This is an optimization exercise on Yosys and OpenROAD, whose aim is small area, a short achievable clock period and few clock cycles per item, not a production implementation.
Where RTL was checked, it was by simulation tests only, not by an equivalence proof against the original.
Function not checked in run 1: the RTL went through the layout flow alone.
No activity file was given, so power comes from the tool's default toggle rates.

## flow/design.v (module list and top-level ports; edited modules follow where they fit)
// module zi_sha256: 1199 lines
module zi_sha256 (
    input  wire         clk,
    input  wire         rst,           
    input  wire         in_valid,
    output wire         in_ready,
    input  wire [31:0]  in_data,
    input  wire         in_last,
    input  wire [2:0]   in_nbytes,     
    output reg          out_valid,
    output wire [255:0] out_digest
);
  // ...
==> flow/flow/run.sh <==
#!/bin/bash
# The standard layout (standard.sh: unchanged synthesis and ORFS steps)
# with these options: timing repair aims at a larger setup margin; every port
# still gets its own buffer, but a plain buf_2 instead of the delay-buffer cell
# buffer_ports picks by itself; clock tree synthesis without dummy balancing
# loads. The make output goes to flow_make.log; each ORFS step writes its own
# log under orfs/logs/.
set -euo pipefail
bash standard.sh \
  SETUP_SLACK_MARGIN=5.8 \
  "BUFFER_PORTS_ARGS=-buffer_cell sky130_fd_sc_hd__buf_2" \
  "CTS_ARGS=-sink_clustering_enable -repair_clock_nets -dont_use_dummy_load" \
  finish > flow_make.log 2>&1
==> flow/standard.sh <==
#!/bin/bash
# synth_recipe.tcl (not shown) runs the flow's synth.tcl, then flattens the netlist and writes it again
# the make line also repeats each setting of config.mk as NAME=value (left out here)
make -C /OpenROAD-flow-scripts/flow DESIGN_CONFIG=/design/flow/config.mk WORK_HOME=/design/flow/orfs CLKGATE_MAP_FILE= SYNTH_SCRIPT=/design/flow/synth_recipe.tcl "${@:-finish}"
==> flow/config.mk <==
export PLATFORM = sky130hd
export DESIGN_NAME = zi_sha256
export DESIGN_NICKNAME = zi_sha256
export VERILOG_FILES = /design/flow/design.v
export SDC_FILE = /design/flow/constraint.sdc
export NUM_CORES = 4
export LEC_CHECK = 0
export CAP_MARGIN = 20
export CORE_MARGIN = 2
export CORE_UTILIZATION = 40
export SLEW_MARGIN = 20
==> flow/constraint.sdc <==
create_clock -name core_clock -period 10.0 [get_ports {clk}]
set_input_delay 2.0000 -clock core_clock [delete_from_list [all_inputs] [get_ports {clk}]]
set_output_delay 2.0000 -clock core_clock [all_outputs]
set_load 0.01 [all_outputs]
==> flow_summary.yaml, run 1 <==
yosys:
  synth_top_family_by_area: "adder cells"
  yosys.area.top_type_share_pct: 42.3
  synthMuxAreaShare_pct: 5.15
  ys_seq_elements: 1293
  syn-num-nets: 6799
  synth_compound_area_share_pct: 12.3
  synthTopCellsByArea: "dfxtp_1 42%, fa_1 12%, ha_1 6.0%, xnor2_1 4.4%, mux2i_1 4.3%"
  avgSynthCellArea_um2: 10.0
place:
  place_area_um2: 64800
  hpwlAfterDp_mm: 167
clock_network:
  h-tree-depth: 4
  root_buffer: "clkbuf_16"
  cts_setup_buffers: 29
critical_path:
  cp.depth: 16
  path_buf_inv: 2
  r2r_slack_ns: 5.58
  critPathRequiredTime_ns: 10.66
  startpoint_type: "register"
routing:
  met1_length_mm: 92.4
  viasPerCell: 5.36
  vias: 45100
  wl_met2_mm: 100
  finalWirelength_mm: 216
  drc: 0
layout:
  clock_area_share_pct: 5.03
  clkbuf_count: 141
  final_cell_mix: "1218 x dfxtp_1, 551 x inv_1, 426 x nor2_1"
  num-multi-input-gates: 3946
sta:
  fin_ws_ns: 5.58
  period_share_pct: 44.2
  max-slew-margin-rel_pct: 31.0
power:
  powerDensity_nw_per_um2: 418
  sw_frac_of_total_pct: 44.7
  seq_power_share_pct: 24.4
grt:
  grt_pass1_vias: 44500
  busiest_layer: "met2"
  grtUsageMet2_pct: 44.1
  met1_usage_pct: 35.6
status:
  status: "finished clean"
worst_hold_path:
  min_from: "w[12][11]$_DFF_P_"
==> inputs of run 2 (changes only) <==
--- a/flow/design.v
+++ b/flow/design.v
@@ -10,17 +10,17 @@
     output wire [255:0] out_digest
 );
     localparam [31:0] IV0 = 32'h6a09e667, IV1 = 32'hbb67ae85,
                       IV2 = 32'h3c6ef372, IV3 = 32'ha54ff53a,
                       IV4 = 32'h510e527f, IV5 = 32'h9b05688c,
                       IV6 = 32'h1f83d9ab, IV7 = 32'h5be0cd19;
     reg [31:0] w [0:15];
     reg [31:0] wn;                     
-    reg [31:0] a, b, c, d, e, f, g, h;
+    reg [31:0] a, b, c, e, f, g;
     reg [31:0] pas, pac, pes, pec;
     reg [31:0] t1;                     
     reg [31:0] ra0, ra1, ra2, ra3, rb0, rb1, rb2, rb3;
     reg [5:0]  rnd;                    
     reg        act;                    
     reg        act_a;                  
     reg [3:0]  nw;                     
     reg        full;                   
@@ -29,16 +29,17 @@
     reg        pad80;                  
     reg        lenblk;                 
     reg        fin_fill;               
     reg        fin_run;                
     reg [17:0] wc;                     
     reg [1:0]  lastb;                  
     reg        last, lastfin, hsh, r62q;
     reg        last_a, lastfin_a, hsh_a;
+    reg        bnd;                    
     wire [3:0] ph   = rnd[3:0];
     wire       q3   = (rnd[5:4] == 2'b11);
     wire       r63  = (rnd == 6'd63);
     assign out_digest = {ra0, ra3, ra2, ra1, rb3, rb2, rb1, rb0};
     assign in_ready   = slot & ~pad;
     wire fire = in_valid & slot & ~pad;
     wire pins = slot & pad;
     wire ins  = fire | pins;
@@ -1070,17 +1071,17 @@
     wire wn_n_g5_29 = wn_n_g4_29 | (wn_n_t4_29 & wn_n_g4_13);
     wire wn_n_g5_30 = wn_n_g4_30 | (wn_n_t4_30 & wn_n_g4_14);
     wire wn_n_g5_31 = wn_n_g4_31 | (wn_n_t4_31 & wn_n_g4_15);
     wire [31:0] wn_n = wn_n_p ^ {wn_n_g5_30, wn_n_g5_29, wn_n_g5_28, wn_n_g5_27, wn_n_g5_26, wn_n_g5_25, wn_n_g5_24, wn_n_g5_23, wn_n_g5_22, wn_n_g5_21, wn_n_g5_20, wn_n_g5_19, wn_n_g5_18, wn_n_g5_17, wn_n_g5_16, wn_n_g4_15, wn_n_g4_14, wn_n_g4_13, wn_n_g4_12, wn_n_g4_11, wn_n_g4_10, wn_n_g4_9, wn_n_g4_8, wn_n_g3_7, wn_n_g3_6, wn_n_g3_5, wn_n_g3_4, wn_n_g2_3, wn_n_g2_2, wn_n_g1_1, (s2s[0] & s2c[0]), 1'b0};
     wire [31:0] sa = a + ra0;
     wire [31:0] se = e + rb0;
     wire [31:0] w1  = w[1];
     wire [31:0] h_n = lastfin ? IV7 : (last ? rb2 : g);
-    wire [31:0] d_n = (last | last_a) ? (lastfin ? IV3 : (lastfin_a ? IV2 : ra3)) : b;
+    wire [31:0] d_n = bnd ? (lastfin ? IV3 : (lastfin_a ? IV2 : ra3)) : b;
     wire [31:0] g0  = r62q ? ra3 : 32'd0;
     wire [31:0] g4  = r62q ? rb2 : 32'd0;
     wire [31:0] p1s = kn ^ w1 ^ g0;
     wire [31:0] p1c = {((kn & w1) | (kn & g0) | (w1 & g0)), 1'b0};
     wire [31:0] p2s = p1s ^ p1c ^ h_n;
     wire [31:0] p2c = {((p1s & p1c) | (p1s & h_n) | (p1c & h_n)), 1'b0};
     wire [31:0] q1s = kn ^ w1 ^ g4;
     wire [31:0] q1c = {((kn & w1) | (kn & g4) | (w1 & g4)), 1'b0};
@@ -1100,33 +1101,29 @@
         w[15] <= q3 ? (ins ? word : w[0]) : wn;
         wn <= wn_n;
         kn <= k2;
         pas <= p2s;
         pac <= p2c;
         pes <= q3s;
         pec <= q3c;
         t1 <= t1_n;
-        if (rst | lastfin) begin
-            {e, f, g, h} <= {IV4, IV5, IV6, IV7};
+        if (lastfin) begin
+            {e, f, g} <= {IV4, IV5, IV6};
         end else begin
-            e <= act ? e_rnd : h;
+            e <= act ? e_rnd : rb1;
             f <= last ? se : e;
             g <= last ? rb3 : f;
-            h <= last ? rb2 : g;
         end
-        if (rst) begin
-            {a, b, c, d} <= {IV1, IV2, IV3, IV0};
-        end else if (lastfin_a) begin
-            {a, b, c, d} <= {IV0, IV1, IV2, IV3};
+        if (lastfin_a) begin
+            {a, b, c} <= {IV0, IV1, IV2};
         end else begin
-            a <= act_a ? a_rnd : d;
+            a <= act_a ? a_rnd : ra1;
             b <= last_a ? sa : a;
             c <= last_a ? ra3 : b;
-            d <= last_a ? ra2 : c;
         end
         if (rst) begin
             {ra0, ra1, ra2, ra3} <= {IV1, IV0, IV3, IV2};
             {rb0, rb1, rb2, rb3} <= {IV4, IV7, IV6, IV5};
         end else if (out_valid) begin
             {ra0, ra1, ra2, ra3} <= {IV3, IV2, IV1, IV0};
             {rb0, rb1, rb2, rb3} <= {IV6, IV5, IV4, IV7};
         end else begin
@@ -1144,16 +1141,17 @@
         lastfin   <= ~rst & act & fin_run & (rnd == 6'd62);
         hsh       <= ~rst & act & (rnd[5:2] == 4'hf) & (rnd[1:0] != 2'd3);
         last_a    <= ~rst & last;
         lastfin_a <= ~rst & lastfin;
         hsh_a     <= ~rst & hsh;
         act_a     <= ~rst & act;
         if (rst) begin
             rnd       <= 6'd48;
+            bnd       <= 1'b0;
             act       <= 1'b0;
             nw        <= 4'd0;
             full      <= 1'b0;
             slot      <= 1'b1;
             pad       <= 1'b0;
             pad80     <= 1'b0;
             lenblk    <= 1'b0;
             fin_fill  <= 1'b0;
@@ -1163,16 +1161,17 @@
             out_valid <= 1'b0;
         end else begin
             rnd       <= rnd_n;
             if (r63)
                 act <= start;
             nw        <= nw_n;
             full      <= full_n;
             slot      <= (rnd_n[5:4] == 2'b11) & (rnd_n[3:0] == nw_n) & ~full_n;
+            bnd       <= (rnd_n == 6'd63) | (rnd_n == 6'd0);
             out_valid <= lastfin_a;
             if (fire) begin
                 if (~in_last | in_nbytes[2])
                     wc <= wc + 18'd1;
                 if (in_last) begin
                     pad   <= 1'b1;
                     pad80 <= in_nbytes[2];
                     lastb <= in_nbytes[1:0];
==> flow_summary.yaml, run 2 <==
sta:
  max-slew-margin-rel_pct: 15.0
  rsz0062_at_grt: "true"
  finalMaxSlewViolations: 0
  worstMarginPinSlew_ns: 1.26
  setup_viol: 0
  max_freq_ghz: 0.242
  finClkSkew_ns: 0.0986
  period_share_pct: 41.4
  layout_min_cycle_time_ns: 4.14
  hold_viol: 0
  tns_ns: 0
layout:
  largest_reg_flops: 512
  drive_gt1_share_pct: 12.8
  final_cell_mix: "1168 x dfxtp_1, 560 x inv_1, 507 x nor2_1"
  layout_commonest_cell: "dfxtp_1"
  area_growth_pct: 12.9
  top_register: "w"
  final_util_pct: 45.6
  final_nets: 6934
floorplan:
  die_h_um: 391
  die_w_um: 391
  coreArea_um2: 148000
  initial_utilization_pct: 40.4
  ioPinCount: 297
  num_rows: 141
  die_area_um2: 153000
power:
  powerDensity_nw_per_um2: 389
  peakVddDrop_v: 0.000251
  leakagePower_nw: 28.8
yosys:
  ys_warn_count: 2
  synth_area_leader_cell: "dfxtp_1"
  syn-num-nets: 6689
  ys_seq_area_share_pct: 41.2
  synth_most_common_cell: "dfxtp_1"
  avgSynthCellArea_um2: 9.98
  synth_xor_area_share_pct: 6.75
  ys_seq_elements: 1230
  netlist_area_um2: 59800
  synth_edf_count: 0
  async_flop_share_pct: 0
  synthTopCellsByCount: "1230 x dfxtp_1, 562 x inv_1, 514 x nor2_1, 366 x fa_1, 341 x nand2_1"
  yosysUniqueCellTypes: 101
  synthTopCellsByArea: "dfxtp_1 41%, fa_1 12%, ha_1 6.1%, xnor2_1 4.8%, inv_1 3.5%"
  synth_top_family_by_area: "adder cells"
  syn_inst: 5991
  synthMuxAreaShare_pct: 3.88
  synth_compound_area_share_pct: 13.4
  synthAdderAreaFrac_pct: 18.6
  synth-simple-area-share_pct: 10.8
  yosys.area.top_type_share_pct: 41.2
  synthFlopType: "dfxtp_1"
routing:
  viasPerCell: 5.44
  drc: 0
  vias: 44400
  wl_per_cell_um: 26.5
  finalWirelength_mm: 216
  drt_pass1_iterations: 5
  drtIter0Drc: 4312
  drt.antenna.violating_nets: 0
place:
  hpwlAfterDp_mm: 170
  gp_congestion: 0.959
  portBuffers: 296
grt:
  grtUsageTotal_pct: 28.0
  grt_max_degree: 92
  grt-ovfl-total: 0
  grt_pass1_vias: 43200
  antenna_found_initial: 21
  grt_pass1_wl_mm: 309
clock_network:
  ctsHoldBuffers: 0
  clk_latency_ns: 0.80
  h-tree-depth: 4
  clkTransAtPathRegs_ns: 0.06
  cts_buffers: 137
  cts.sinks: 1230
  tritoncts: "built"
  cts_max_path_buffers: 3
  root_buffer: "clkbuf_16"
critical_path:
  reg2reg_from: "e[21]$_SDFF_PP0_"
  startpoint_type: "register"
  critPathRequiredTime_ns: 10.70
  cp_max_fo: 6
  end_kind: "register"
  worstSetupPathType: "register to register"
  critPathArrivalTime_ns: 4.83
  r2r-end: "rb0[30]$_SDFF_PP1_"
  r2r_slack_ns: 5.86
  reg2reg_depth: 12
worst_hold_path:
  min_to: "w[2][10]$_DFF_P_"
  holdPathStages: 0
  hold_path_class: "register to register"
  min_from: "w[3][10]$_DFF_P_"
run:
  maxCapViolCount: 0
status:
  status: "finished clean"
==> run 2: cell count changes after synthesis, moves of 22 or more <==
cell / previous run / this run
a211o_1: 9 / 58
a21o_1: 112 / 88
a21oi_1: 285 / 249
a221oi_1: 4 / 34
clkbuf_1: 258 / 228
dfxtp_1: 1293 / 1230
mux2i_1: 263 / 184
nand2_1: 425 / 341
nor2_1: 435 / 514
nor2b_1: 40 / 67
o21ai_0: 250 / 224
o21bai_1: 56 / 34
o31ai_1: 30 / 60
xor2_1: 161 / 134
==> run 2: worst max-delay path by stage <==
| stage | startpoint | to | slack [ns] | cells past startpoint |
|---|---|---|---|---|
| after detailed placement | e[2]$_SDFF_PP1_ | t1[30]$_DFF_P_ | 5.11 | 14 |
| after global routing | e[2]$_SDFF_PP1_ | t1[28]$_DFF_P_ | 5.77 | 15 |
| final | e[21]$_SDFF_PP0_ | rb0[30]$_SDFF_PP1_ | 5.86 | 12 |
| after CTS | e[11]$_SDFF_PP0_ | t1[30]$_DFF_P_ | 5.80 | 15 |
| after floorplan | e[6]$_SDFF_PP1_ | t1[29]$_DFF_P_ | 6.00 | 15 |
| after global placement | e[2]$_SDFF_PP1_ | t1[30]$_DFF_P_ | 5.10 | 14 |
==> run 2: final cells by class <==
type	count	area [um2]
diodes	5	12.5
clock buffers	137	3430
fillers	14000	80500
inverters	568	2130
multi-input cells	3904	32500
flip-flops and latches	1230	24800
well taps	1930	2410
repair buffers	395	2260
==> run 2: layer usage <==
layer	up-vias	routed length [um]	track usage [%]
met3	335	16300	5.33
met4	4	8350	10.2
met1	21900	98100	39.6
met2	1718	93600	42.4
met5	-	27	0
li1	20400	-	-
==> run 2: metrics by stage <==
step	power, mW	worst slack, ns	area [um2]	std cells	hold slack [ns]
after floorplan	16.8	6.00	59800	5991	0.310
after global placement	20.7	5.10	63100	7990	0.310
after detailed placement	20.7	5.11	63100	7991	0.312
after CTS	25.5	5.80	66900	8137	0.273
after global routing	28.1	5.77	67500	8164	0.281
final	26.3	5.86	67500	8169	0.275
==> run 2: worst max-delay path, stage by stage (launching register included) <==
cell and delay [ns]:
dfxtp_4 0.44, mux2_2 0.38, fa_1 0.55, fa_2 0.62, inv_1 0.05, ha_1 0.25, o311a_1 0.42, o31a_1 0.26
o311ai_1 0.24, a21oi_1 0.14, o21a_1 0.24, or4_1 0.40, nand3_1 0.07
==> run 2: logic make-up after synthesis <==
family,Yosys count
compound gates,1168
xor+xnor,461
fa+ha+maj,669
buf+inv,857
flops,1230
mux,221
simple gates,1385
==> run 2: report_power, final <==
group	switching, mW	leakage, nW	internal, mW
Clock	1.86	1.69	2.39
Sequential	0.802	10.3	6.04
Combinational	8.94	16.8	6.23
Total	11.6	28.8	14.7
==> run 2: what timing repair did <==
action	4_1_cts	5_1_grt
gates resized for setup	71	100
setup buffers	9	27
endpoints found under the setup margin	67	55
pin swaps	9	30
Testbench counts of run 2, summed over its fixed seeds: cycles 70,032, bytes 62,061.
==> inputs of run 3 (changes only) <==
--- a/flow/flow/run.sh
+++ b/flow/flow/run.sh
@@ -9,5 +9,5 @@
 bash standard.sh \
   SETUP_SLACK_MARGIN=5.8 \
   "BUFFER_PORTS_ARGS=-buffer_cell sky130_fd_sc_hd__buf_2" \
-  "CTS_ARGS=-sink_clustering_enable -repair_clock_nets -dont_use_dummy_load" \
+  "CTS_ARGS=-sink_clustering_enable -repair_clock_nets -dont_use_dummy_load -sink_clustering_size 30 -sink_clustering_max_diameter 100" \
   finish > flow_make.log 2>&1
==> flow_summary.yaml, run 3 <==
sta:
  setup_viol: 0
  period_share_pct: 41.3
  finalMaxSlewViolations: 0
  rsz0062_at_grt: "true"
  hold_viol: 0
  tns_ns: 0
  layout_min_cycle_time_ns: 4.13
  worstMarginPinSlew_ns: 1.24
  max-slew-margin-rel_pct: 16.5
  max_freq_ghz: 0.242
  finClkSkew_ns: 0.120
grt:
  grt_max_degree: 92
  grt_pass1_vias: 42300
  antenna_found_initial: 20
  grt-ovfl-total: 0
  grtUsageTotal_pct: 27.6
  grt_pass1_wl_mm: 306
yosys:
  ys_seq_elements: 1230
  synth_most_common_cell: "dfxtp_1"
  yosys.area.top_type_share_pct: 41.2
  syn_inst: 5991
  synth_edf_count: 0
  ys_warn_count: 2
  synthTopCellsByCount: "1230 x dfxtp_1, 562 x inv_1, 514 x nor2_1, 366 x fa_1, 341 x nand2_1"
  ys_seq_area_share_pct: 41.2
  netlist_area_um2: 59800
  yosysUniqueCellTypes: 101
  avgSynthCellArea_um2: 9.98
  synthFlopType: "dfxtp_1"
  synthTopCellsByArea: "dfxtp_1 41%, fa_1 12%, ha_1 6.1%, xnor2_1 4.8%, inv_1 3.5%"
  async_flop_share_pct: 0
  synth_area_leader_cell: "dfxtp_1"
  syn-num-nets: 6689
clock_network:
  cts.sinks: 1230
  h-tree-depth: 2
  cts_buffers: 56
  ctsHoldBuffers: 0
  clk_latency_ns: 0.74
  clkTransAtPathRegs_ns: 0.11
  root_buffer: "clkbuf_16"
  tritoncts: "built"
  cts_max_path_buffers: 3
critical_path:
  critPathArrivalTime_ns: 4.70
  cp_max_fo: 6
  critPathRequiredTime_ns: 10.57
  worstSetupPathType: "register to register"
  end_kind: "register"
  startpoint_type: "register"
power:
  internal-power_mw: 13.2
  sw_frac_of_total_pct: 45.9
  powerDensity_nw_per_um2: 373
  pwr-share-comb_pct: 61.5
  leakagePower_nw: 27.8
  finalPower_mw: 24.4
  pwr-share-clk_pct: 10.5
  peakVddDrop_v: 0.000253
  p_sw_mw: 11.2
  seq_power_share_pct: 28.0
layout:
  drive_gt1_share_pct: 11.3
  largest_reg_flops: 512
  layout_commonest_cell: "dfxtp_1"
  final_cell_mix: "1170 x dfxtp_1, 560 x inv_1, 507 x nor2_1"
  area_growth_pct: 9.31
  final_nets: 6847
  top_register: "w"
floorplan:
  num_rows: 141
  die_w_um: 391
  coreArea_um2: 148000
  initial_utilization_pct: 40.4
  die_area_um2: 153000
  die_h_um: 391
  ioPinCount: 297
run:
  maxCapViolCount: 0
routing:
  drtIter0Drc: 4201
  viasPerCell: 5.43
  finalWirelength_mm: 214
  drt.antenna.violating_nets: 0
  drt_pass1_iterations: 8
  drc: 0
  vias: 43900
  wl_per_cell_um: 26.5
status:
  status: "finished clean"
place:
  portBuffers: 296
  gp_congestion: 0.959
  hpwlAfterDp_mm: 170
worst_hold_path:
  hold_path_class: "register to register"
==> run 3: cell counts after synthesis <==
No cell type changed its count.
==> run 3: power by group through the flow <==
stage               combinational [mW]  clock [mW]  sequential, mW
floorplan                         10.2           0            6.55
global placement                  13.8           0            6.93
detailed placement                13.8           0            6.93
CTS                               14.3        2.63            6.83
global route                      16.4        2.79            6.92
finish                            15.0        2.56            6.83
==> run 3: layout make-up <==
class                           instances  area [um2]
Tap cell                             1930        2410
Clock buffer                           56        1400
Fill cell                           14200       82700
Multi-Input combinational cell       3904       32400
Timing Repair Buffer                  389        2220
Antenna cell                            2        5.00
Inverter                              568        2130
Sequential cell                      1230       24800
==> run 3: critical path, cell delays in order (launching register included) <==
cell and delay [ns]:
dfxtp_1 0.65, mux2_2 0.43, fa_1 0.48, inv_1 0.07, fa_1 0.52, ha_1 0.31, a211oi_1 0.09, a211oi_2 0.33
o31a_1 0.22, o21ai_4 0.10, a211oi_4 0.30, nor2_1 0.11, a2111oi_2 0.35
==> run 3: metal layers <==
metal / vias to the layer above / share of wire (%) / track usage [%]
met4: 4 / 3.9 / 9.27
met5: - / 0.013 / 0
met3: 291 / 7.7 / 4.34
li1: 20300 / - / -
met1: 21600 / 45 / 39.4
met2: 1714 / 43 / 42.3
==> run 3: cells by family (layout without fill, tap and decap cells) <==
group                      count (synthesis)  after routing  synth area share (%)
buffers and inverters                    857           1013                  5.40
and+or+nand+nor                         1385           1385                  10.8
adders and majority gates                669            669                  18.6
muxes                                    221            221                  3.88
DFF                                     1230           1230                  41.2
other                                      0              2                     0
xor gates and xnor gates                 461            461                  6.75
AOI/OAI and AO/OA                       1168           1168                  13.4
==> run 3: worst paths after layout <==
check | from | end | depth (start not counted) | slack, ns
max | e[22]$_SDFF_PP0_ | rb0[27]$_SDFF_PP0_ | 12 | 5.87
min | w[6][22]$_DFF_P_ | w[5][22]$_DFF_P_ | 0 | 0.32
max reg2reg | e[22]$_SDFF_PP0_ | rb0[27]$_SDFF_PP0_ | 12 | 5.87
min reg2reg | w[6][22]$_DFF_P_ | w[5][22]$_DFF_P_ | 0 | 0.32
==> run 3: through the flow <==
step	hold slack, ns	setup WS, ns	util (%)	area [um2]	instances
floorplan	0.310	6.00	-	59800	5991
global placement	0.310	5.10	42.6	63100	7990
detailed placement	0.312	5.11	42.7	63100	7991
CTS	0.327	5.73	43.8	64900	8054
global route	0.332	5.75	44.2	65400	8077
finish	0.323	5.87	44.2	65400	8079
==> run 3: what timing repair did <==
action                     4_1_cts  5_1_grt
gates cloned                     0        0
pin swaps                        6       22
setup buffers                    7       23
gates resized for setup         70       81
setup endpoints to repair       63       52
==> inputs of run 4 (changes only) <==
==> flow/flow/run.sh (replaced) <==
#!/bin/bash
# The standard layout (standard.sh: unchanged synthesis and ORFS steps)
# with these options: timing repair aims at a larger setup margin; every port
# still gets its own buffer, but a plain buf_2 instead of the delay-buffer cell
# buffer_ports picks by itself; clock tree synthesis without dummy balancing
# loads and with larger sink clusters (fewer leaf buffers). The make output goes to flow_make.log; each ORFS step writes its own
# log under orfs/logs/.
set -euo pipefail
bash standard.sh \
  SETUP_SLACK_MARGIN=5.8 \
  "BUFFER_PORTS_ARGS=-buffer_cell sky130_fd_sc_hd__buf_2" \
  "CTS_ARGS=-sink_clustering_enable -repair_clock_nets -dont_use_dummy_load -sink_clustering_size 24 -sink_clustering_max_diameter 80" \
  finish > flow_make.log 2>&1
==> flow_summary.yaml, run 4 <==
power:
  finalPower_mw: 25.4
  peakVddDrop_v: 0.000256
  powerDensity_nw_per_um2: 383
  leakagePower_nw: 28.1
routing:
  drc: 0
  drt.antenna.violating_nets: 0
  drt_pass1_iterations: 8
  drtIter0Drc: 4124
  vias: 44200
  wl_per_cell_um: 26.6
  viasPerCell: 5.44
  finalWirelength_mm: 216
critical_path:
  end_kind: "register"
  worstPathCellList: "ha_1 > inv_1 > fa_1 > nor2b_1 > o31ai_1 > and4b_1 > nor4b_4 > o2111ai_1 > a21oi_2 > o211ai_2 > and2_1 > a2111oi_2"
  cp_top_family: "compound AO/OA/AOI/OAI gates"
  worstSetupPathType: "register to register"
  max_stage_delay_ns: 0.54
  startpoint_type: "register"
  path_buf_inv: 1
  critPathRequiredTime_ns: 10.50
  crit_path_top_delay_cell: "dfxtp_1"
  critPathArrivalTime_ns: 4.62
  cp_max_fo: 3
yosys:
  ys_seq_elements: 1230
  synthFlopType: "dfxtp_1"
  synth_edf_count: 0
  async_flop_share_pct: 0
  syn-num-nets: 6689
  syn_inst: 5991
  synthTopCellsByCount: "1230 x dfxtp_1, 562 x inv_1, 514 x nor2_1, 366 x fa_1, 341 x nand2_1"
  synth_most_common_cell: "dfxtp_1"
  netlist_area_um2: 59800
  synth_area_leader_cell: "dfxtp_1"
  synthTopCellsByArea: "dfxtp_1 41%, fa_1 12%, ha_1 6.1%, xnor2_1 4.8%, inv_1 3.5%"
  ys_seq_area_share_pct: 41.2
  yosysUniqueCellTypes: 101
  yosys.area.top_type_share_pct: 41.2
  ys_warn_count: 2
  avgSynthCellArea_um2: 9.98
grt:
  antenna_found_initial: 16
  grt_max_degree: 92
  grtUsageTotal_pct: 27.8
  grt_pass1_wl_mm: 307
  grt-ovfl-total: 0
  grt_pass1_vias: 42600
place:
  hpwlAfterDp_mm: 170
  dp_slack_ns: 5.11
  gp_congestion: 0.959
  portBuffers: 296
  place_area_um2: 63100
layout:
  final_cell_mix: "1164 x dfxtp_1, 560 x inv_1, 504 x nor2_1"
  drive_gt1_share_pct: 12.2
  regArea_um2: 24800
  largest_reg_flops: 512
  fin_area_um2: 66200
  n_fill_cell: 14100
  multi_input_area_um2: 32600
  top_register: "w"
  final_nets: 6881
  layout_commonest_cell: "dfxtp_1"
  area_growth_pct: 10.8
clock_network:
  cts_buffers: 81
  h-tree-depth: 3
  tritoncts: "built"
  ctsHoldBuffers: 0
  clk_latency_ns: 0.74
  cts.sinks: 1230
  root_buffer: "clkbuf_16"
  clkTransAtPathRegs_ns: 0.09
  cts_max_path_buffers: 3
sta:
  hold_viol: 0
  finalMaxSlewViolations: 0
  max_freq_ghz: 0.243
  finClkSkew_ns: 0.111
  setup_viol: 0
  rsz0062_at_grt: "true"
  period_share_pct: 41.2
  layout_min_cycle_time_ns: 4.12
  tns_ns: 0
  worstMarginPinSlew_ns: 1.26
  max-slew-margin-rel_pct: 15.0
  fin_ws_ns: 5.88
floorplan:
  num_rows: 141
  die_area_um2: 153000
  die_w_um: 391
  ioPinCount: 297
  die_h_um: 391
  coreArea_um2: 148000
  initial_utilization_pct: 40.4
run:
  maxCapViolCount: 0
worst_hold_path:
  hold_path_class: "register to register"
status:
  status: "finished clean"
[run 4: cell counts after synthesis]
Identical to the previous run, type by type.
[run 4: layout make-up]
type	instances	share of cell area [%]
diodes	5	0.0189
clock buffers	81	3.06
inverters	568	3.22
multi-input cells	3904	49.2
flip-flops and latches	1230	37.4
well taps	1930	3.65
repair buffers	398	3.44
[run 4: cell families after synthesis]
group	after synthesis	synth area share, %
muxes	221	3.88
and+or+nand+nor	1385	10.8
AOI/OAI and AO/OA	1168	13.4
xor gates and xnor gates	461	6.75
buffers and inverters	857	5.40
DFF	1230	41.2
adders and majority gates	669	18.6
[run 4: worst reg2reg max path, stage by stage (launching register included)]
cell	delay, ns
dfxtp_1	0.54
ha_1	0.28
inv_1	0.07
fa_1	0.47
nor2b_1	0.21
o31ai_1	0.18
and4b_1	0.33
nor4b_4	0.42
o2111ai_1	0.35
a21oi_2	0.30
o211ai_2	0.12
and2_1	0.19
a2111oi_2	0.50
[run 4: power breakdown]
part	leakage [nW]	switching (mW)	internal (mW)
combinational	16.9	9.06	6.38
clock	0.998	1.67	1.43
sequential	10.3	0.797	6.03
total	28.1	11.5	13.8
[run 4: layer usage]
layer	vias to the layer above	track usage, %	share of wire [%]	routed length [um]
met5	-	0	0	0
met4	0	9.81	3.7	7880
met3	276	4.53	7.5	16200
met2	1719	42.5	44	93900
met1	21900	39.5	45	97600
li1	20300	-	-	-
[run 4: what timing repair did]
item                                   in CTS  in global routing
resized for setup                          80                114
endpoints found under the hold margin       0                  0
pin swaps                                  11                 37
setup endpoints to repair                  67                 57
setup buffers                              13                 26
[run 4: path summary, 6_finish.rpt]
check / start / to / slack [ns] / cells past startpoint
setup / recovery: rb0[0]$_SDFF_PP1_ / rb3[30]$_SDFF_PP0_ / 5.88 / 12
hold / removal: w[3][10]$_DFF_P_ / w[2][10]$_DFF_P_ / 0.25 / 0
setup reg to reg: rb0[0]$_SDFF_PP1_ / rb3[30]$_SDFF_PP0_ / 5.88 / 12
hold reg to reg: w[3][10]$_DFF_P_ / w[2][10]$_DFF_P_ / 0.25 / 0
[run 4: stage by stage]
| stage | hold WS (ns) | std cells | utilization, % |
|---|---|---|---|
| 3_3_place_gp | 0.310 | 7990 | 42.6 |
| 5_1_grt | 0.241 | 8111 | 44.7 |
| 4_1_cts | 0.246 | 8085 | 44.3 |
| 6_report | 0.250 | 8116 | 44.7 |
| 3_5_place_dp | 0.312 | 7991 | 42.7 |
| 2_1_floorplan | 0.310 | 5991 | - |
==> inputs of run 5 (changes only) <==
--- a/flow/flow/run.sh
+++ b/flow/flow/run.sh
@@ -7,7 +7,7 @@
 # log under orfs/logs/.
 set -euo pipefail
 bash standard.sh \
-  SETUP_SLACK_MARGIN=5.8 \
+  SETUP_SLACK_MARGIN=6.0 \
   "BUFFER_PORTS_ARGS=-buffer_cell sky130_fd_sc_hd__buf_2" \
   "CTS_ARGS=-sink_clustering_enable -repair_clock_nets -dont_use_dummy_load -sink_clustering_size 24 -sink_clustering_max_diameter 80" \
   finish > flow_make.log 2>&1
--- a/flow/config.mk
+++ b/flow/config.mk
@@ -7,5 +7,5 @@
 export LEC_CHECK = 0
 export CAP_MARGIN = 20
 export CORE_MARGIN = 2
-export CORE_UTILIZATION = 40
+export CORE_UTILIZATION = 55
 export SLEW_MARGIN = 20
==> flow_summary.yaml, run 5 <==
routing:
  drt_pass1_iterations: 8
  finalWirelength_mm: 208
  vias: 44800
  drtIter0Drc: 4466
  wl_per_cell_um: 27.4
  drt.antenna.violating_nets: 0
  drc: 0
  viasPerCell: 5.89
grt:
  grt_pass1_wl_mm: 299
  grtUsageTotal_pct: 36.9
  grt-ovfl-total: 0
  antenna_found_initial: 13
  grt_max_degree: 124
  grt_pass1_vias: 43800
layout:
  top_register: "w"
  final_cell_mix: "1146 x dfxtp_1, 549 x inv_1, 502 x nor2_1"
  largest_reg_flops: 512
  final_nets: 6894
  final_util_pct: 61.3
  regArea_um2: 24800
  n_fill_cell: 9169
  layout_commonest_cell: "dfxtp_1"
  multi_input_area_um2: 33000
  drive_gt1_share_pct: 13.7
  area_growth_pct: 10.2
worst_hold_path:
  holdPathStages: 0
  hold_path_class: "register to register"
yosys:
  synth-simple-area-share_pct: 10.8
  async_flop_share_pct: 0
  synth_area_leader_cell: "dfxtp_1"
  synth_top_family_by_area: "adder cells"
  synth_most_common_cell: "dfxtp_1"
  synthTopCellsByCount: "1230 x dfxtp_1, 562 x inv_1, 514 x nor2_1, 366 x fa_1, 341 x nand2_1"
  synth_edf_count: 0
  avgSynthCellArea_um2: 9.98
  synthMuxAreaShare_pct: 3.88
  synthTopCellsByArea: "dfxtp_1 41%, fa_1 12%, ha_1 6.1%, xnor2_1 4.8%, inv_1 3.5%"
  ys_seq_elements: 1230
  synthAdderAreaFrac_pct: 18.6
  ys_warn_count: 2
  synthFlopType: "dfxtp_1"
  syn_inst: 5991
  syn-num-nets: 6689
  ys_seq_area_share_pct: 41.2
  yosysUniqueCellTypes: 101
  yosys.area.top_type_share_pct: 41.2
  synth_compound_area_share_pct: 13.4
  synth_xor_area_share_pct: 6.75
  netlist_area_um2: 59800
critical_path:
  cp.depth: 9
  max_stage_delay_ns: 0.84
  endpoint: "kn[29]$_DFF_P_"
  worstSetupPathType: "register to register"
  reg2reg_depth: 9
  crit_path_top_delay_cell: "o21ai_0"
  startpoint_type: "register"
  end_kind: "register"
  cp_top_family: "simple AND/OR/NAND/NOR gates"
  cp_max_fo: 19
  critPathArrivalTime_ns: 4.48
  critPathRequiredTime_ns: 10.46
  r2r-end: "kn[29]$_DFF_P_"
  cp-startpoint: "rnd[1]$_SDFF_PP0_"
  r2r_slack_ns: 5.97
  reg2reg_from: "rnd[1]$_SDFF_PP0_"
  path_buf_inv: 3
  worstPathCellList: "buf_4 > inv_1 > ha_1 > inv_1 > nor2_1 > nand2_1 > nand3_1 > o21ai_0 > o21ai_0"
sta:
  hold_ws_ns: 0.307
  rsz0062_at_grt: "true"
  hold_viol: 0
  setup_viol: 0
  worstMarginPinSlew_ns: 1.14
  finalMaxSlewViolations: 0
  layout_min_cycle_time_ns: 4.03
  finClkSkew_ns: 0.0575
  max_freq_ghz: 0.248
  tns_ns: 0
  period_share_pct: 40.3
  max-slew-margin-rel_pct: 23.5
clock_network:
  cts_buffers: 67
  cts_max_path_buffers: 3
  cts.sinks: 1230
  h-tree-depth: 3
  tritoncts: "built"
  root_buffer: "clkbuf_16"
  clk_latency_ns: 0.68
  clkTransAtPathRegs_ns: 0.09
floorplan:
  ioPinCount: 297
  die_area_um2: 111000
  die_h_um: 334
  coreArea_um2: 108000
  num_rows: 120
  die_w_um: 334
  initial_utilization_pct: 55.6
power:
  finalPower_mw: 25.5
  leakagePower_nw: 28.2
  powerDensity_nw_per_um2: 386
  peakVddDrop_v: 0.000534
place:
  hpwlAfterDp_mm: 162
  portBuffers: 296
  gp_congestion: 0.999
run:
  maxCapViolCount: 0
status:
  status: "finished clean"
run 5: worst min-delay path by stage:
stage / endpoint / slack (ns) / startpoint
after global routing: w[13][9]$_DFF_P_ / 0.31 / w[14][9]$_DFF_P_
final: w[13][9]$_DFF_P_ / 0.31 / w[14][9]$_DFF_P_
after global placement: w[5][30]$_DFF_P_ / 0.31 / w[6][30]$_DFF_P_
after CTS: w[13][9]$_DFF_P_ / 0.31 / w[14][9]$_DFF_P_
after detailed placement: w[10][25]$_DFF_P_ / 0.31 / w[11][25]$_DFF_P_
after floorplan: w[10][0]$_DFF_P_ / 0.31 / w[11][0]$_DFF_P_
run 5: layout make-up:
type	instances	share of cell area, %
Inverter	568	3.24
Sequential cell	1230	37.7
Timing Repair Buffer	425	3.80
Multi-Input combinational cell	3904	50.1
Clock buffer	67	2.54
Tap cell	1403	2.66
Antenna cell	2	0.00759
run 5: worst reg2reg max path, cell delays in order (launching register included):
cell and delay (ns):
dfxtp_1 0.31, buf_4 0.22, inv_1 0.44, ha_1 0.69, inv_1 0.21, nor2_1 0.53
nand2_1 0.30, nand3_1 0.17, o21ai_0 0.09, o21ai_0 0.84
run 5: stage by stage:
step,instance area (um2),std cells,setup WS [ns]
6_report,65900,7599,5.97
5_1_grt,65900,7597,5.92
4_1_cts,65000,7564,5.97
3_5_place_dp,62400,7459,5.17
3_3_place_gp,62400,7459,5.17
2_1_floorplan,59800,5991,6.00
run 5: routing by layer:
layer / global-route usage (%) / up-vias / share of wire [%]
met3: 6.42 / 426 / 8.0
met1: 48.4 / 22000 / 41
li1: - / 20300 / -
met5: 0 / - / 0.0048
met4: 18.9 / 2 / 6.1
met2: 58.6 / 1959 / 45
run 5: cells by family (layout without fill, tap and decap cells):
| kind of cell | count (synthesis) | in the layout |
|---|---|---|
| and+or+nand+nor | 1385 | 1385 |
| AOI/OAI and AO/OA | 1168 | 1168 |
| other | 0 | 2 |
| DFF | 1230 | 1230 |
| adders and majority gates | 669 | 669 |
| xor gates and xnor gates | 461 | 461 |
| buffers and inverters | 857 | 1060 |
| muxes | 221 | 221 |
run 5: power by group:
part | leakage [nW] | switching, mW | internal [mW]
combinational | 17.1 | 9.08 | 6.77
sequential | 10.3 | 0.783 | 6.03
clock | 0.826 | 1.59 | 1.20
total | 28.2 | 11.5 | 14.0
run 5: repair_timing:
item	in CTS	in global routing
buffers inserted	38	33
hold buffers	0	0
resized for setup	158	155
setup endpoints to repair	113	65
pin swaps	41	85
==> inputs of run 6 (changes only) <==
--- a/flow/flow/run.sh
+++ b/flow/flow/run.sh
@@ -7,7 +7,7 @@
 # log under orfs/logs/.
 set -euo pipefail
 bash standard.sh \
-  SETUP_SLACK_MARGIN=6.0 \
+  SETUP_SLACK_MARGIN=5.9 \
   "BUFFER_PORTS_ARGS=-buffer_cell sky130_fd_sc_hd__buf_2" \
   "CTS_ARGS=-sink_clustering_enable -repair_clock_nets -dont_use_dummy_load -sink_clustering_size 24 -sink_clustering_max_diameter 80" \
   finish > flow_make.log 2>&1
==> flow_summary.yaml, run 6 <==
yosys:
  yosys.area.top_type_share_pct: 41.2
  synth_area_leader_cell: "dfxtp_1"
  ys_seq_elements: 1230
  synthFlopType: "dfxtp_1"
  syn-num-nets: 6689
  synth_most_common_cell: "dfxtp_1"
  async_flop_share_pct: 0
  ys_warn_count: 2
  avgSynthCellArea_um2: 9.98
  netlist_area_um2: 59800
  synthTopCellsByCount: "1230 x dfxtp_1, 562 x inv_1, 514 x nor2_1, 366 x fa_1, 341 x nand2_1"
  synthTopCellsByArea: "dfxtp_1 41%, fa_1 12%, ha_1 6.1%, xnor2_1 4.8%, inv_1 3.5%"
  synth_edf_count: 0
  yosysUniqueCellTypes: 101
  ys_seq_area_share_pct: 41.2
  syn_inst: 5991
clock_network:
  clkTransAtPathRegs_ns: 0.10
  clk_latency_ns: 0.68
  cts_max_path_buffers: 3
  tritoncts: "built"
  h-tree-depth: 3
  ctsHoldBuffers: 0
  cts.sinks: 1230
  cts_buffers: 67
  root_buffer: "clkbuf_16"
critical_path:
  endpoint: "t1[30]$_DFF_P_"
  end_kind: "register"
  reg2reg_depth: 15
  cp_max_fo: 4
  r2r-end: "t1[30]$_DFF_P_"
  reg2reg_from: "e[7]$_SDFF_PP0_"
  critPathArrivalTime_ns: 4.63
  critPathRequiredTime_ns: 10.55
  r2r_slack_ns: 5.92
  startpoint_type: "register"
  worstSetupPathType: "register to register"
  cp-startpoint: "e[7]$_SDFF_PP0_"
routing:
  wl_met3_mm: 16.3
  drt_pass1_iterations: 5
  viasPerCell: 5.91
  top_layer_used: "met5"
  drtIter0Drc: 4239
  wl_per_cell_um: 27.4
  vias: 44700
  met1_length_mm: 85.0
  drt.antenna.violating_nets: 0
  wl_met2_mm: 93.8
  drc: 0
  finalWirelength_mm: 207
sta:
  finalMaxSlewViolations: 0
  hold_viol: 0
  period_share_pct: 40.8
  hold_ws_ns: 0.307
  max_freq_ghz: 0.245
  tns_ns: 0
  max-slew-margin-rel_pct: 27.4
  worstMarginPinSlew_ns: 1.08
  setup_viol: 0
  rsz0062_at_grt: "true"
  layout_min_cycle_time_ns: 4.08
  finClkSkew_ns: 0.0570
layout:
  final_cell_mix: "1158 x dfxtp_1, 559 x inv_1, 505 x nor2_1"
  final_nets: 6862
  layoutNonFillerInstCount: 7566
  largest_reg_flops: 512
  n_fill_cell: 9262
  top_register: "w"
  drive_gt1_share_pct: 12.1
  area_growth_pct: 8.95
  layout_commonest_cell: "dfxtp_1"
power:
  peakVddDrop_v: 0.000527
  leakagePower_nw: 28.0
  powerDensity_nw_per_um2: 377
place:
  place_inst: 7459
  hpwlAfterDp_mm: 162
  portBuffers: 296
  gp_congestion: 0.999
floorplan:
  initial_utilization_pct: 55.6
  coreArea_um2: 108000
  die_area_um2: 111000
  ioPinCount: 297
  num_rows: 120
  die_h_um: 334
  die_w_um: 334
status:
  status: "finished clean"
grt:
  grt_max_degree: 124
  antenna_found_initial: 13
  grt_pass1_vias: 43600
  grt_pass1_wl_mm: 298
  grtUsageTotal_pct: 36.8
  grt-ovfl-total: 0
run:
  maxCapViolCount: 0
worst_hold_path:
  hold_path_class: "register to register"
## run 6: cell count changes in the layout (fill, tap and decap cells not counted), sizes merged
cell and delta:
buf -32, diode -1
## run 6: power by group
group | switching [mW] | internal, mW
sequential | 0.778 | 6.03
combinational | 8.72 | 6.27
clock | 1.59 | 1.20
total | 11.1 | 13.5
## run 6: repair_timing
action,4_1_cts,5_1_grt
pin swaps,19,41
resized for setup,103,92
setup buffers,20,19
hold endpoints to repair,0,0
endpoints found under the setup margin,102,65
## run 6: final cells by class
class / instances / area (um2) / area share, %
Sequential cell: 1230 / 24800 / 38.0
Multi-Input combinational cell: 3904 / 32500 / 49.9
Inverter: 568 / 2130 / 3.27
Antenna cell: 1 / 2.50 / 0.00384
Tap cell: 1403 / 1760 / 2.69
Timing Repair Buffer: 393 / 2260 / 3.47
Clock buffer: 67 / 1680 / 2.57
## run 6: how the worst min path moves through the flow
stage                              endpoint  slack, ns  depth (start not counted)               from
after floorplan            w[10][0]$_DFF_P_       0.31                          0   w[11][0]$_DFF_P_
after global placement     w[5][30]$_DFF_P_       0.31                          0   w[6][30]$_DFF_P_
after detailed placement  w[10][25]$_DFF_P_       0.31                          0  w[11][25]$_DFF_P_
after CTS                  w[13][9]$_DFF_P_       0.31                          0   w[14][9]$_DFF_P_
after global routing       w[13][9]$_DFF_P_       0.31                          0   w[14][9]$_DFF_P_
final                      w[13][9]$_DFF_P_       0.31                          0   w[14][9]$_DFF_P_
## run 6: per-stage QoR
stage	setup WS (ns)	cell area [um2]	util, %	total power, mW
finish	5.92	65100	60.6	24.6
floorplan	6.00	59800	-	16.8
global placement	5.17	62400	58.1	20.4
CTS	5.81	64700	60.2	23.9
detailed placement	5.17	62400	58.1	20.5
global route	5.76	65100	60.6	26.3
## run 6: layer usage
layer / GRT usage (%) / vias to the layer above
li1: - / 20300
met1: 48.3 / 22100
met2: 58.7 / 1925
met3: 6.36 / 399
met4: 18.2 / 2
met5: 0 / -
## run 6: logic make-up after synthesis
| kind of cell | count (synthesis) | synth area share, % |
|---|---|---|
| and+or+nand+nor | 1385 | 10.8 |
| buffers and inverters | 857 | 5.40 |
| AOI/OAI and AO/OA | 1168 | 13.4 |
| muxes | 221 | 3.88 |
| DFF | 1230 | 41.2 |
| xor gates and xnor gates | 461 | 6.75 |
| adders and majority gates | 669 | 18.6 |
## run 6: worst max-delay path: stages (launching register included)
cell,delay [ns]
dfxtp_4,0.37
mux2_2,0.36
fa_1,0.56
inv_1,0.08
fa_1,0.52
inv_1,0.09
ha_1,0.15
a31oi_1,0.06
o31ai_2,0.24
buf_4,0.16
o2111ai_4,0.21
a2111oi_4,0.46
a21oi_2,0.15
o31ai_2,0.31
a211oi_1,0.13
xnor2_1,0.14
==> inputs of run 7 (changes only) <==
--- a/flow/config.mk
+++ b/flow/config.mk
@@ -8,4 +8,5 @@
 export CAP_MARGIN = 20
 export CORE_MARGIN = 2
 export CORE_UTILIZATION = 55
+export PLACE_DENSITY = 0.68
 export SLEW_MARGIN = 20
==> flow_summary.yaml, run 7 <==
clock_network:
  cts_buffers: 69
  root_buffer: "clkbuf_16"
  clk_latency_ns: 0.71
  cts.sinks: 1230
  h-tree-depth: 3
  clkTransAtPathRegs_ns: 0.10
  cts_max_path_buffers: 3
  tritoncts: "built"
  ctsHoldBuffers: 0
layout:
  layoutNonFillerInstCount: 7565
  area_growth_pct: 8.93
  final_cell_mix: "1158 x dfxtp_1, 558 x inv_1, 508 x nor2_1"
  top_register: "w"
  largest_reg_flops: 512
  n_fill_cell: 9272
  layout_commonest_cell: "dfxtp_1"
  final_nets: 6859
  drive_gt1_share_pct: 11.8
critical_path:
  cp_max_fo: 4
  startpoint_type: "register"
  worstSetupPathType: "register to register"
  path_buf_inv: 2
  critPathArrivalTime_ns: 4.52
  crit_top_cell: "fa_1"
  reg2reg_depth: 15
  end_kind: "register"
  cp.depth: 15
  critPathRequiredTime_ns: 10.48
  max_stage_delay_ns: 0.53
  crit_path_top_delay_cell: "fa_1"
  cp_top_family: "compound AO/OA/AOI/OAI gates"
  worstPathCellList: "mux2_4 > fa_1 > fa_1 > inv_1 > ha_2 > nor2b_4 > a221oi_4 > o311ai_4 > a21oi_2 > a21oi_4 > buf_6 > a31oi_1 > o31ai_1 > xnor2_1 > o211ai_1"
sta:
  layout_min_cycle_time_ns: 4.04
  finClkSkew_ns: 0.108
  tns_ns: 0
  hold_viol: 0
  rsz0062_at_grt: "true"
  finalMaxSlewViolations: 0
  setup_viol: 0
  max_freq_ghz: 0.247
  max-slew-margin-rel_pct: 27.6
  worstMarginPinSlew_ns: 1.08
  period_share_pct: 40.4
yosys:
  async_flop_share_pct: 0
  synth_area_leader_cell: "dfxtp_1"
  netlist_area_um2: 59800
  synth_edf_count: 0
  synth_most_common_cell: "dfxtp_1"
  synthTopCellsByCount: "1230 x dfxtp_1, 562 x inv_1, 514 x nor2_1, 366 x fa_1, 341 x nand2_1"
  syn_inst: 5991
  yosys.area.top_type_share_pct: 41.2
  ys_seq_area_share_pct: 41.2
  syn-num-nets: 6689
  ys_warn_count: 2
  yosysUniqueCellTypes: 101
  avgSynthCellArea_um2: 9.98
  synthFlopType: "dfxtp_1"
  ys_seq_elements: 1230
  synthTopCellsByArea: "dfxtp_1 41%, fa_1 12%, ha_1 6.1%, xnor2_1 4.8%, inv_1 3.5%"
floorplan:
  initial_utilization_pct: 55.6
  coreArea_um2: 108000
  die_w_um: 334
  num_rows: 120
  ioPinCount: 297
  die_area_um2: 111000
  die_h_um: 334
run:
  maxCapViolCount: 0
worst_hold_path:
  holdPathStages: 0
  hold_path_class: "register to register"
routing:
  wl_per_cell_um: 27.1
  finalWirelength_mm: 205
  wl_met3_mm: 16.7
  drc: 0
  drt_pass1_iterations: 7
  viasPerCell: 5.84
  drtIter0Drc: 4112
  top_layer_used: "met5"
  drt.antenna.violating_nets: 0
  wl_met2_mm: 91.5
  met1_length_mm: 85.8
  vias: 44200
grt:
  antenna_found_initial: 16
  grt_pass1_vias: 42800
  grt-ovfl-total: 0
  grtUsageTotal_pct: 36.3
  grt_pass1_wl_mm: 295
  grt_max_degree: 130
place:
  portBuffers: 296
  gp_congestion: 0.987
  place_inst: 7456
  hpwlAfterDp_mm: 160
power:
  powerDensity_nw_per_um2: 381
  peakVddDrop_v: 0.000319
  leakagePower_nw: 27.9
status:
  status: "finished clean"
## run 7: cell counts after synthesis
Identical to the previous run, type by type.
## run 7: layer usage
layer	GRT usage (%)	up-vias
met5	0	-
met4	15.9	6
met3	6.91	387
met2	57.0	1852
met1	48.9	21700
li1	-	20200
## run 7: layout make-up
class / instances / area [um2] / share of cell area, %
well taps: 1403 / 1760 / 2.70
multi-input cells: 3904 / 32500 / 50.0
flip-flops and latches: 1230 / 24800 / 38.0
diodes: 3 / 7.51 / 0.0115
repair buffers: 388 / 2190 / 3.37
inverters: 568 / 2130 / 3.27
clock buffers: 69 / 1730 / 2.65
## run 7: path summary, 6_finish.rpt
kind | startpoint | end | slack, ns
hold reg to reg | w[13][9]$_DFF_P_ | w[12][9]$_DFF_P_ | 0.27
hold / removal | w[13][9]$_DFF_P_ | w[12][9]$_DFF_P_ | 0.27
setup reg to reg | e[3]$_SDFF_PP1_ | rb0[24]$_SDFF_PP1_ | 5.96
setup / recovery | e[3]$_SDFF_PP1_ | rb0[24]$_SDFF_PP1_ | 5.96
## run 7: cells by family after synthesis
logic type | count (synthesis) | share of synthesized area [%]
AO/OA/AOI/OAI | 1168 | 13.4
AND/OR/NAND/NOR | 1385 | 10.8
buffers and inverters | 857 | 5.40
adder cells (fa/ha/maj) | 669 | 18.6
flip-flops | 1230 | 41.2
XOR/XNOR | 461 | 6.75
multiplexers | 221 | 3.88
## run 7: repair_timing
action	in CTS	in global routing
pin swaps	18	39
gates resized for setup	83	101
setup buffers	10	27
setup endpoints to repair	87	59
## run 7: per-stage QoR
step	instance area, um2	hold WS, ns	power, mW	util [%]	worst slack (ns)
floorplan	59800	0.310	16.8	-	6.00
global placement	62400	0.310	20.3	58.1	5.25
detailed placement	62400	0.312	20.4	58.1	5.30
CTS	64500	0.273	23.8	60.0	5.86
global route	65100	0.282	26.5	60.6	5.83
finish	65100	0.272	24.8	60.6	5.96
## run 7: power by group
part | internal, mW | total, mW | switching, mW
clock network | 1.23 | 2.83 | 1.60
logic | 6.35 | 15.1 | 8.79
registers | 6.03 | 6.83 | 0.794
total | 13.6 | 24.8 | 11.2
==> inputs of run 8 (changes only) <==
--- a/flow/flow/run.sh
+++ b/flow/flow/run.sh
@@ -7,7 +7,7 @@
 # log under orfs/logs/.
 set -euo pipefail
 bash standard.sh \
-  SETUP_SLACK_MARGIN=5.9 \
+  SETUP_SLACK_MARGIN=5.95 \
   "BUFFER_PORTS_ARGS=-buffer_cell sky130_fd_sc_hd__buf_2" \
   "CTS_ARGS=-sink_clustering_enable -repair_clock_nets -dont_use_dummy_load -sink_clustering_size 24 -sink_clustering_max_diameter 80" \
   finish > flow_make.log 2>&1
==> flow_summary.yaml, run 8 <==
routing:
  drt.antenna.violating_nets: 0
  viasPerCell: 5.84
  drc: 0
  drtIter0Drc: 4048
  drt_pass1_iterations: 6
  finalWirelength_mm: 205
  wl_per_cell_um: 27.1
  vias: 44200
critical_path:
  cp_max_fo: 4
  critPathRequiredTime_ns: 10.57
  path_buf_inv: 2
  critPathArrivalTime_ns: 4.61
  worstPathCellList: "mux2_4 > fa_1 > fa_2 > inv_1 > ha_1 > o21bai_4 > nor2_4 > o2111ai_4 > a31oi_4 > a21oi_4 > o21ai_4 > buf_4 > xor2_2 > nand2_1 > a21oi_1"
  startpoint_type: "register"
  end_kind: "register"
  worstSetupPathType: "register to register"
  cp_top_family: "adder cells"
  max_stage_delay_ns: 0.60
  crit_path_top_delay_cell: "fa_2"
yosys:
  async_flop_share_pct: 0
  synthFlopType: "dfxtp_1"
  syn-num-nets: 6689
  ys_seq_elements: 1230
  synth_edf_count: 0
  avgSynthCellArea_um2: 9.98
  ys_warn_count: 2
  syn_inst: 5991
  yosysUniqueCellTypes: 101
  synth_most_common_cell: "dfxtp_1"
  synthTopCellsByCount: "1230 x dfxtp_1, 562 x inv_1, 514 x nor2_1, 366 x fa_1, 341 x nand2_1"
  netlist_area_um2: 59800
  synth_area_leader_cell: "dfxtp_1"
  yosys.area.top_type_share_pct: 41.2
  synthTopCellsByArea: "dfxtp_1 41%, fa_1 12%, ha_1 6.1%, xnor2_1 4.8%, inv_1 3.5%"
  ys_seq_area_share_pct: 41.2
place:
  dp_slack_ns: 5.30
  gp_congestion: 0.987
  place_area_um2: 62400
  portBuffers: 296
  hpwlAfterDp_mm: 160
sta:
  finClkSkew_ns: 0.110
  max-slew-margin-rel_pct: 26.8
  rsz0062_at_grt: "true"
  setup_viol: 0
  hold_viol: 0
  tns_ns: 0
  max_freq_ghz: 0.248
  worstMarginPinSlew_ns: 1.09
  fin_ws_ns: 5.97
  layout_min_cycle_time_ns: 4.03
  finalMaxSlewViolations: 0
  period_share_pct: 40.3
clock_network:
  ctsHoldBuffers: 0
  cts_buffers: 69
  clkTransAtPathRegs_ns: 0.09
  root_buffer: "clkbuf_16"
  h-tree-depth: 3
  cts_max_path_buffers: 3
  clk_latency_ns: 0.71
  tritoncts: "built"
  cts.sinks: 1230
power:
  powerDensity_nw_per_um2: 382
  leakagePower_nw: 28.0
  peakVddDrop_v: 0.000319
layout:
  final_util_pct: 60.7
  top_register: "w"
  drive_gt1_share_pct: 12.2
  final_cell_mix: "1156 x dfxtp_1, 559 x inv_1, 505 x nor2_1"
  fin_area_um2: 65300
  final_nets: 6862
  area_growth_pct: 9.15
  layout_commonest_cell: "dfxtp_1"
  largest_reg_flops: 512
grt:
  grt_max_degree: 130
  antenna_found_initial: 13
  grt-ovfl-total: 0
  grt_pass1_wl_mm: 295
  grt_pass1_vias: 42800
  grtUsageTotal_pct: 36.3
floorplan:
  die_h_um: 334
  initial_utilization_pct: 55.6
  ioPinCount: 297
  die_area_um2: 111000
  coreArea_um2: 108000
  die_w_um: 334
  num_rows: 120
run:
  maxCapViolCount: 0
status:
  status: "finished clean"
worst_hold_path:
  hold_path_class: "register to register"
## run 8: cell counts after synthesis
No cell type changed its count.
## run 8: routing by layer
metal,vias up,wire length [um],global-route usage [%]
met1,21700,85800,48.9
met2,1920,91700,57.4
met4,2,10400,15.5
met3,362,16900,6.85
li1,20300,-,-
met5,-,12,0
## run 8: kinds of logic (layout without fill, tap and decap cells)
group	Yosys count	after routing	synth area share, %
AND/OR/NAND/NOR	1385	1385	10.8
flip-flops	1230	1230	41.2
AO/OA/AOI/OAI	1168	1168	13.4
buffers and inverters	857	1028	5.40
adder cells (fa/ha/maj)	669	669	18.6
XOR/XNOR	461	461	6.75
multiplexers	221	221	3.88
other	0	4	0
## run 8: power breakdown
part	total, mW	switching (mW)	internal (mW)
clock	2.83	1.60	1.23
combinational	15.3	8.85	6.44
sequential	6.83	0.795	6.03
## run 8: through the flow
stage	cells	power [mW]	hold slack, ns
floorplan	5991	16.8	0.310
global placement	7456	20.3	0.310
detailed placement	7456	20.4	0.312
CTS	7542	23.9	0.273
global route	7565	26.6	0.282
finish	7569	24.9	0.272
## run 8: cell type report
| type | count | area [um2] |
|---|---|---|
| clock buffer | 69 | 1730 |
| tap | 1403 | 1760 |
| fill | 9262 | 42200 |
| antenna | 4 | 10.0 |
| inverter | 568 | 2130 |
| multi-input combinational | 3904 | 32600 |
| sequential | 1230 | 24800 |
| timing repair buffer | 391 | 2210 |
## run 8: final timing paths
| kind | start | end | slack, ns | cells past startpoint |
|---|---|---|---|---|
| setup reg to reg | e[9]$_SDFF_PP1_ | rb0[25]$_SDFF_PP0_ | 5.97 | 15 |
| hold reg to reg | w[11][1]$_DFF_P_ | w[10][1]$_DFF_P_ | 0.27 | 0 |
| setup / recovery | e[9]$_SDFF_PP1_ | rb0[25]$_SDFF_PP0_ | 5.97 | 15 |
| hold / removal | w[11][1]$_DFF_P_ | w[10][1]$_DFF_P_ | 0.27 | 0 |
## run 8: what timing repair did
action                                  4_1_cts  5_1_grt
resized for setup                           103      104
endpoints found under the setup margin       93       59
pin swaps                                    23       41
cloned                                        0        0
buffers inserted                             17       23
==> inputs of run 9 (changes only) <==
--- a/flow/config.mk
+++ b/flow/config.mk
@@ -8,5 +8,4 @@
 export CAP_MARGIN = 20
 export CORE_MARGIN = 2
 export CORE_UTILIZATION = 55
-export PLACE_DENSITY = 0.68
 export SLEW_MARGIN = 20
==> flow_summary.yaml, run 9 <==
floorplan:
  die_area_um2: 111000
  coreArea_um2: 108000
  ioPinCount: 297
  die_h_um: 334
  initial_utilization_pct: 55.6
  num_rows: 120
  die_w_um: 334
layout:
  n_fill_cell: 9193
  area_growth_pct: 9.71
  final_cell_mix: "1152 x dfxtp_1, 554 x inv_1, 502 x nor2_1"
  drive_gt1_share_pct: 12.9
  layout_commonest_cell: "dfxtp_1"
  final_nets: 6876
  largest_reg_flops: 512
  top_register: "w"
sta:
  period_share_pct: 40.2
  setup_viol: 0
  max_freq_ghz: 0.249
  max-slew-margin-rel_pct: 24.0
  tns_ns: 0
  hold_viol: 0
  worstMarginPinSlew_ns: 1.13
  layout_min_cycle_time_ns: 4.02
  rsz0062_at_grt: "true"
  finalMaxSlewViolations: 0
  hold_ws_ns: 0.308
  finClkSkew_ns: 0.0578
place:
  hpwlAfterDp_mm: 162
  gp_congestion: 0.999
  portBuffers: 296
yosys:
  netlist_area_um2: 59800
  synth_edf_count: 0
  synthTopCellsByArea: "dfxtp_1 41%, fa_1 12%, ha_1 6.1%, xnor2_1 4.8%, inv_1 3.5%"
  synthFlopType: "dfxtp_1"
  synth_area_leader_cell: "dfxtp_1"
  ys_warn_count: 2
  synth_most_common_cell: "dfxtp_1"
  syn_inst: 5991
  synthTopCellsByCount: "1230 x dfxtp_1, 562 x inv_1, 514 x nor2_1, 366 x fa_1, 341 x nand2_1"
  yosys.area.top_type_share_pct: 41.2
  yosysUniqueCellTypes: 101
  syn-num-nets: 6689
  ys_seq_elements: 1230
  ys_seq_area_share_pct: 41.2
  avgSynthCellArea_um2: 9.98
  async_flop_share_pct: 0
critical_path:
  cp_max_fo: 4
  r2r-end: "rb0[21]$_SDFF_PP0_"
  cp.depth: 15
  path_buf_inv: 2
  end_kind: "register"
  critPathArrivalTime_ns: 4.56
  r2r_slack_ns: 5.98
  critPathRequiredTime_ns: 10.55
  reg2reg_depth: 15
  reg2reg_from: "e[9]$_SDFF_PP1_"
  startpoint_type: "register"
  max_stage_delay_ns: 0.57
  crit_path_top_delay_cell: "fa_2"
  cp_top_family: "compound AO/OA/AOI/OAI gates"
  worstSetupPathType: "register to register"
  worstPathCellList: "mux2_4 > fa_1 > fa_2 > inv_1 > ha_1 > o21bai_4 > nor2_4 > o2111ai_4 > a31oi_4 > buf_6 > o21ai_4 > a221oi_4 > o21ai_2 > and3_1 > a311o_2"
clock_network:
  clkTransAtPathRegs_ns: 0.10
  tritoncts: "built"
  root_buffer: "clkbuf_16"
  cts_max_path_buffers: 3
  cts.sinks: 1230
  cts_buffers: 67
  clk_latency_ns: 0.68
  h-tree-depth: 3
routing:
  vias: 44800
  drt_pass1_iterations: 6
  drc: 0
  viasPerCell: 5.90
  drtIter0Drc: 4376
  finalWirelength_mm: 207
  wl_per_cell_um: 27.4
  drt.antenna.violating_nets: 0
grt:
  grt_max_degree: 124
  antenna_found_initial: 13
  grt_pass1_vias: 43600
  grt-ovfl-total: 0
  grtUsageTotal_pct: 36.8
  grt_pass1_wl_mm: 299
worst_hold_path:
  hold_path_class: "register to register"
  min_to: "w[13][9]$_DFF_P_"
  holdPathStages: 0
  min_from: "w[14][9]$_DFF_P_"
status:
  status: "finished clean"
power:
  powerDensity_nw_per_um2: 382
  leakagePower_nw: 28.1
  peakVddDrop_v: 0.000535
run:
  maxCapViolCount: 0
==> run 9: cell counts after synthesis <==
Identical to the previous run, type by type.
==> run 9: cell families (layout without fill, tap and decap cells) <==
logic type                 after synthesis  in the layout  synth area share (%)
and+or+nand+nor                       1385           1385                  10.8
DFF                                   1230           1230                  41.2
AOI/OAI and AO/OA                     1168           1168                  13.4
buffers and inverters                  857           1042                  5.40
adders and majority gates              669            669                  18.6
xor gates and xnor gates               461            461                  6.75
muxes                                  221            221                  3.88
other                                    0              1                     0
==> run 9: how the worst max path moves through the flow <==
| stage | start | to |
|---|---|---|
| after floorplan | e[6]$_SDFF_PP1_ | t1[29]$_DFF_P_ |
| after global placement | rst | rb3[24]$_SDFF_PP1_ |
| after detailed placement | rst | rb3[24]$_SDFF_PP1_ |
| after CTS | e[18]$_SDFF_PP1_ | rb0[30]$_SDFF_PP1_ |
| after global routing | e[5]$_SDFF_PP1_ | t1[29]$_DFF_P_ |
| final | e[9]$_SDFF_PP1_ | rb0[21]$_SDFF_PP0_ |
==> run 9: power breakdown <==
group          switching (mW)  internal, mW
sequential              0.781          6.03
clock                    1.59          1.20
combinational            8.91          6.54
total                    11.3          13.8
==> run 9: layout make-up <==
cell class	count	area [um2]	area share [%]
well taps	1403	1760	2.68
flip-flops and latches	1230	24800	37.8
diodes	1	2.50	0.00381
clock buffers	67	1680	2.56
inverters	568	2130	3.25
repair buffers	407	2370	3.62
multi-input cells	3904	32800	50.1
==> run 9: repair_timing <==
item / 4_1_cts / 5_1_grt
hold endpoints to repair: 0 / 0
buffers inserted: 27 / 26
hold buffers: 0 / 0
resized for setup: 134 / 131
setup endpoints to repair: 109 / 56
pin swaps: 34 / 67
==> run 9: worst reg2reg max path, stage by stage, from the launching register on <==
cell and delay (ns):
dfxtp_4 0.37, mux2_4 0.31, fa_1 0.47, fa_2 0.57, inv_1 0.05, ha_1 0.18, o21bai_4 0.19, nor2_4 0.17
o2111ai_4 0.16, a31oi_4 0.30, buf_6 0.16, o21ai_4 0.06, a221oi_4 0.31, o21ai_2 0.13, and3_1 0.18, a311o_2 0.30
==> run 9: stage by stage <==
step / worst slack (ns) / cell area, um2 / power [mW] / std cells / util, %
after floorplan: 6.00 / 59800 / 16.8 / 5991 / -
after global placement: 5.17 / 62400 / 20.4 / 7459 / 58.1
after detailed placement: 5.17 / 62400 / 20.5 / 7459 / 58.1
after CTS: 5.93 / 64800 / 24.0 / 7553 / 60.3
after global routing: 5.87 / 65600 / 26.8 / 7579 / 61.0
final: 5.98 / 65600 / 25.1 / 7580 / 61.0
==> run 9: routing by layer <==
layer	part of all wire [%]	track usage, %	up-vias
met3	8.3	6.35	407
met5	0.0048	0	-
met2	45	58.6	1964
met1	41	48.4	22100
li1	-	-	20300
met4	6.1	18.6	2

[static timing again, ports no longer ideal]
How much do the figures lean on ideal ports? The routed layouts below were timed once more, with nothing changed but the port constraints. Step 1 (the two cells are an assumption about what drives the block):
set clk [get_ports {clk}]
set_driving_cell -lib_cell sky130_fd_sc_hd__clkbuf_16 $clk
set_driving_cell -lib_cell sky130_fd_sc_hd__buf_2 [delete_from_list [all_inputs] $clk]
Step 2 also shifts input and output timing later by t, the mid clock arrival at the registers, as if the neighbouring blocks saw the same clock. Three values: ideal ports, drivers, drivers and shift; two values: the first two.
| run | shift t [ns] | slack for setup (ns) | worst register clock-pin slew, ns |
|---|---|---|---|
| run 1 | 0.808 | 5.580 / 5.580 / 5.569 | 0.07 / 0.07 |
| run 2 | 0.836 | 5.861 / 5.861 / 5.534 | 0.07 / 0.07 |
| run 3 | 0.759 | 5.867 / 5.867 / 5.549 | 0.12 / 0.12 |
| run 4 | 0.760 | 5.884 / 5.884 / 5.495 | 0.10 / 0.10 |
| run 5 | 0.719 | 5.972 / 5.972 / 5.347 | 0.11 / 0.11 |
| run 6 | 0.718 | 5.915 / 5.915 / 5.358 | 0.10 / 0.10 |
| run 7 | 0.733 | 5.958 / 5.958 / 5.445 | 0.10 / 0.10 |
| run 8 | 0.732 | 5.966 / 5.966 / 5.501 | 0.10 / 0.10 |
| run 9 | 0.716 | 5.985 / 5.985 / 5.372 | 0.10 / 0.10 |
After both steps every run listed still meets setup and hold. The setup slack of run 5, which loses most, moves by 0.000 ns with the drivers and by -0.625 ns with both steps.
